This design comes from an exercise in tuning for small area, a short achievable clock period and few clock cycles on the open sky130 flow, not from production work.
The RTL was checked by simulation tests, not by an equivalence proof against the original design.
Power figures rest on the tool's default switching activity, not on a simulated workload.

## v1
==> flow/design.v <==
module lzw_encoder (
    input  wire       clk,
    input  wire       rst,
    input  wire       in_valid,
    output wire       in_ready,
    input  wire [7:0] in_data,
    input  wire       in_last,
    output wire       out_valid,
    input  wire       out_ready,
    output wire [7:0] out_data,
    output wire       out_last,
    output reg        done,
    output reg        err,
    output reg  [8:0] tok_count,
    output reg  [9:0] next_code
);
    localparam DICT_CAP = 384;
    localparam NENT     = DICT_CAP - 256;    
    localparam QD       = 4;                 
    localparam QW       = 2;                 
    reg       h_v, h_l, s_v, s_l;
    reg [7:0] h_d, s_d;
    assign in_ready = !s_v;
    wire in_fire = in_valid && !s_v;
    reg [8:0] pfx [0:NENT-1];    
    reg [7:0] byt [0:NENT-1];
    reg [7:0] ncnt;              
    reg [8:0] cur;               
    reg       have_cur;          
    reg       pend;              
    reg       drain;             
    reg [8:0]    q_code [0:QD-1];
    reg          q_last [0:QD-1];
    reg          q_err  [0:QD-1];
    reg [QW-1:0] q_wp, q_rp;
    reg [QW:0]   q_cnt;
    reg          q_full;         
    reg       hit;
    reg [6:0] hit_idx;
    integer   i;
    always @(*) begin
        hit     = 1'b0;
        hit_idx = 7'd0;
        for (i = 0; i < NENT; i = i + 1) begin
            if ((i < ncnt) && pfx[i] == cur && byt[i] == h_d) begin
                hit     = 1'b1;
                hit_idx = hit_idx | i[6:0];
            end
        end
    end
    wire full = ncnt[7];                        
    wire go   = h_v && !pend && !q_full;        
    wire look = go && !drain && have_cur;       
    wire miss_push = look && !hit;
    wire pend_push = pend && !q_full;
    wire push = pend_push || miss_push;
    wire push_last = pend || full;
    wire push_err  = !pend && full;
    wire pop;    
    always @(posedge clk) begin
        if (look && !full) begin
            pfx[ncnt[6:0]] <= cur;
            byt[ncnt[6:0]] <= h_d;
        end
        if (pend_push || look) begin
            q_code[q_wp] <= cur;
            q_last[q_wp] <= push_last;
            q_err[q_wp]  <= push_err;
        end
    end
    wire [QW:0] q_inc = q_cnt + 1'b1;
    wire [QW:0] q_dec = q_cnt - 1'b1;
    wire        q_nf  = (q_cnt == QD - 1);
    always @(posedge clk) begin
        if (rst) begin
            h_v <= 1'b0; s_v <= 1'b0;
            have_cur <= 1'b0; pend <= 1'b0; drain <= 1'b0;
            ncnt <= 8'd0;
            q_wp <= {QW{1'b0}}; q_rp <= {QW{1'b0}};
            q_cnt <= {(QW+1){1'b0}}; q_full <= 1'b0;
        end else begin
            if (go) begin
                if (s_v) begin
                    h_v <= 1'b1; h_d <= s_d; h_l <= s_l;
                    s_v <= 1'b0;
                end else begin
                    h_v <= in_fire; h_d <= in_data; h_l <= in_last;
                end
            end else if (!h_v) begin
                h_v <= in_fire; h_d <= in_data; h_l <= in_last;
            end else if (in_fire) begin
                s_v <= 1'b1; s_d <= in_data; s_l <= in_last;
            end
            if (pend) begin
                if (!q_full) pend <= 1'b0;
            end else if (go) begin
                if (drain) begin
                    if (h_l) drain <= 1'b0;
                end else begin
                    cur <= (have_cur && hit) ? {2'b10, hit_idx} : {1'b0, h_d};
                    if (!have_cur) begin
                        ncnt <= 8'd0;
                        if (h_l) pend <= 1'b1;
                        else     have_cur <= 1'b1;
                    end else if (hit) begin
                        if (h_l) begin pend <= 1'b1; have_cur <= 1'b0; end
                    end else if (full) begin
                        have_cur <= 1'b0;
                        if (!h_l) drain <= 1'b1;
                    end else begin
                        ncnt <= ncnt + 8'd1;
                        if (h_l) begin pend <= 1'b1; have_cur <= 1'b0; end
                    end
                end
            end
            if (push) q_wp <= q_wp + 1'b1;
            if (pop)  q_rp <= q_rp + 1'b1;
            if (push && !pop) begin
                q_cnt  <= q_inc;
                q_full <= q_nf;
            end else if (pop && !push) begin
                q_cnt  <= q_dec;
                q_full <= 1'b0;
            end
        end
    end
    reg       a_v, a_l, a_e;
    reg [8:0] a_code;
    wire      a_take;            
    assign pop = (q_cnt != 0) && (!a_v || a_take);
    always @(posedge clk) begin
        if (rst) begin
            a_v <= 1'b0;
        end else if (!a_v || a_take) begin
            a_v    <= (q_cnt != 0);
            a_code <= q_code[q_rp];
            a_l    <= q_last[q_rp];
            a_e    <= q_err[q_rp];
        end
    end
    wire [3:0] c2 = a_code / 100;
    wire [3:0] c1 = (a_code / 10) % 10;
    wire [3:0] c0 = a_code % 10;
    reg [15:0] csym;
    reg [2:0]  clen;
    always @(*) begin
        if (a_code >= 9'd100) begin
            csym = {c2, c1, c0, 4'hC}; clen = 3'd4;
        end else if (a_code >= 9'd10) begin
            csym = {c1, c0, 4'hC, 4'hC}; clen = 3'd3;
        end else begin
            csym = {c0, 4'hC, 4'hC, 4'hC}; clen = 3'd2;
        end
        if (a_l) clen = clen - 3'd1;
    end
    reg        c_v, c_l, c_e;
    reg [15:0] c_sym;
    reg [2:0]  c_len;
    wire       c_take;           
    assign a_take = a_v && (!c_v || c_take);
    always @(posedge clk) begin
        if (rst) begin
            c_v <= 1'b0;
        end else if (!c_v || c_take) begin
            c_v <= a_v;
            c_sym <= csym; c_len <= clen; c_l <= a_l; c_e <= a_e;
        end
    end
    reg        ov, ol;
    reg [7:0]  ob;
    reg [11:0] t_sym;        
    reg [1:0]  t_cnt;
    reg        t_last, t_err;
    reg [8:0]  ctok;         
    reg        newmsg;       
    reg        dwait;        
    assign out_valid = ov;
    assign out_data  = ob;
    assign out_last  = ol;
    wire adv = !ov || out_ready;
    wire blk = (ov && ol) || dwait;
    assign c_take = adv && !blk && (t_cnt == 2'd0) && c_v;
    wire last_fire = ov && out_ready && ol;
    function [7:0] symbyte(input [3:0] s);
        symbyte = {3'b001, s != 4'hC, s};
    endfunction
    always @(posedge clk) begin
        if (rst) begin
            ov <= 1'b0; ol <= 1'b0; t_cnt <= 2'd0;
            newmsg <= 1'b1; ctok <= 9'd0; dwait <= 1'b0;
            done <= 1'b0;
        end else begin
            if (adv) begin
                if (blk) begin
                    ov <= 1'b0;
                end else if (t_cnt != 2'd0) begin
                    ov    <= 1'b1;
                    ob    <= symbyte(t_sym[11:8]);
                    ol    <= t_last && (t_cnt == 2'd1);
                    t_sym <= {t_sym[7:0], 4'h0};
                    t_cnt <= t_cnt - 2'd1;
                end else if (c_v) begin
                    ov     <= 1'b1;
                    ob     <= symbyte(c_sym[15:12]);
                    ol     <= c_l && (c_len == 3'd1);
                    t_sym  <= c_sym[11:0];
                    t_cnt  <= c_len[1:0] - 2'd1;
                    t_last <= c_l;
                    t_err  <= c_e;
                    newmsg <= c_l;
                    ctok   <= newmsg ? 9'd1 : ctok + 9'd1;
                end else begin
                    ov <= 1'b0;
                end
            end
            done <= 1'b0;
            if (last_fire) begin
                err       <= t_err;
                tok_count <= ctok;
                next_code <= {1'b0, ctok} + 10'd255;
                if (t_err && drain) dwait <= 1'b1;
                else                done  <= 1'b1;
            end else if (dwait && !drain) begin
                dwait <= 1'b0;
                done  <= 1'b1;
            end
        end
    end
endmodule
Settings: LEC_CHECK=0, CAP_MARGIN=20, CORE_MARGIN=2, CORE_UTILIZATION=40, SLEW_MARGIN=20, SETUP_SLACK_MARGIN=6.0; clock period 10.0 ns.
standard.sh (not shown) runs the stock make flow with config.mk's settings and CLKGATE_MAP_FILE= SYNTH_SCRIPT=/design/flow/synth_recipe.tcl, a recipe that flattens the netlist after the stock synthesis.
==> flow/flow/run.sh <==
#!/bin/bash
set -euo pipefail
MARGIN=$(cat flow/margin.txt)
grep -v '^export SETUP_SLACK_MARGIN' config.mk > config.mk.new
echo "export SETUP_SLACK_MARGIN = ${MARGIN}" >> config.mk.new
mv config.mk.new config.mk
bash standard.sh > standard.log 2>&1
==> flow/flow/margin.txt <==
6.0
Testbench counts of v1, summed over its fixed seeds: cycles 145,037.
[inputs] v53 vs v1
- a change of SETUP_SLACK_MARGIN from 6.0 to 5
- a change of CORE_UTILIZATION from 40 to 50
- an added ABC_CLOCK_PERIOD_IN_PS of 3000
==> flow/run.sh (new file) <==
#!/bin/bash
# synth_recipe.tcl (not shown) runs the flow's synth.tcl, then flattens the netlist and writes it again
# the make line also repeats each setting of config.mk as NAME=value (left out here)
make -C /OpenROAD-flow-scripts/flow DESIGN_CONFIG=/design/flow/config.mk WORK_HOME=/design/flow/orfs CLKGATE_MAP_FILE= SYNTH_SCRIPT=/design/flow/synth_recipe.tcl finish
removed: flow/flow/run.sh
removed: flow/flow/margin.txt
removed: flow/standard.sh
- v53 completed end to end with timing, DRC and antenna clean.
- v53 vs v1, core utilization went up by 9.7 points.
- NOTE: global-route wire length before repair in v53 falls short of that of v1
- Compared with v1, v53 shows largest net degree at the start of global routing higher by 14%.
- From v1 to v53 the numbers moved as follows: setup slack fell 0.52 ns; global-route usage rose 3.3 points; achievable frequency fell 9.8%.
- Per the comparison of v53 with v1, number of clock buffers in the layout now smaller; routed wire length now smaller.
- Going from v1 to v53, deepest level of the CTS H-tree shrinks by 1.
diff inputs: v53 => v16
- ABC_CLOCK_PERIOD_IN_PS now 5000, was 3000
- CORE_UTILIZATION now 40, was 50
==> notes.md <==
- Across v53 and v16, the outcome is the same: a clean finish for every run.
- Logic gate share of total power sits lower in v16 than in v53.
- Relative to v53, tapcell count increased by about 26% in v16.
- The worst reg2reg path depth of v16 exceeds that of v53 by 9.
- Compared v16 against v53; worst hold slack within noise.

[re-timing with driven ports]
The flow's constraints put no driver on any port. The routed layouts listed below were extracted and timed again, unchanged, in two steps. Step 1 assumes that a clkbuf_16 drives the clock port and a buf_2 every other input. Step 2 times the ports against the registers' clock, not the clock port: input delays grow and output delays shrink by t, the midpoint of the rising clock arrivals with the driver on. a / b / c = no drivers / after step 1 / after step 2; a / b = the first two.
run	t (ns)	slack for setup (ns)	worst hold slack (ns)	slew at the worst register clock pin (ns)
v1	0.988	5.247 / 5.247 / 5.075	0.421 / 0.421 / 0.421	0.07 / 0.07
v53	0.954	4.729 / 4.729 / 4.729	0.419 / 0.419 / 0.419	0.07 / 0.07
v16	0.982	5.054 / 5.054 / 5.054	0.420 / 0.420 / 0.420	0.07 / 0.07
After both steps setup and hold are still met in every run listed. For v1, which loses most, drivers alone change the setup slack by 0.000 ns; drivers and shift together by -0.172 ns.
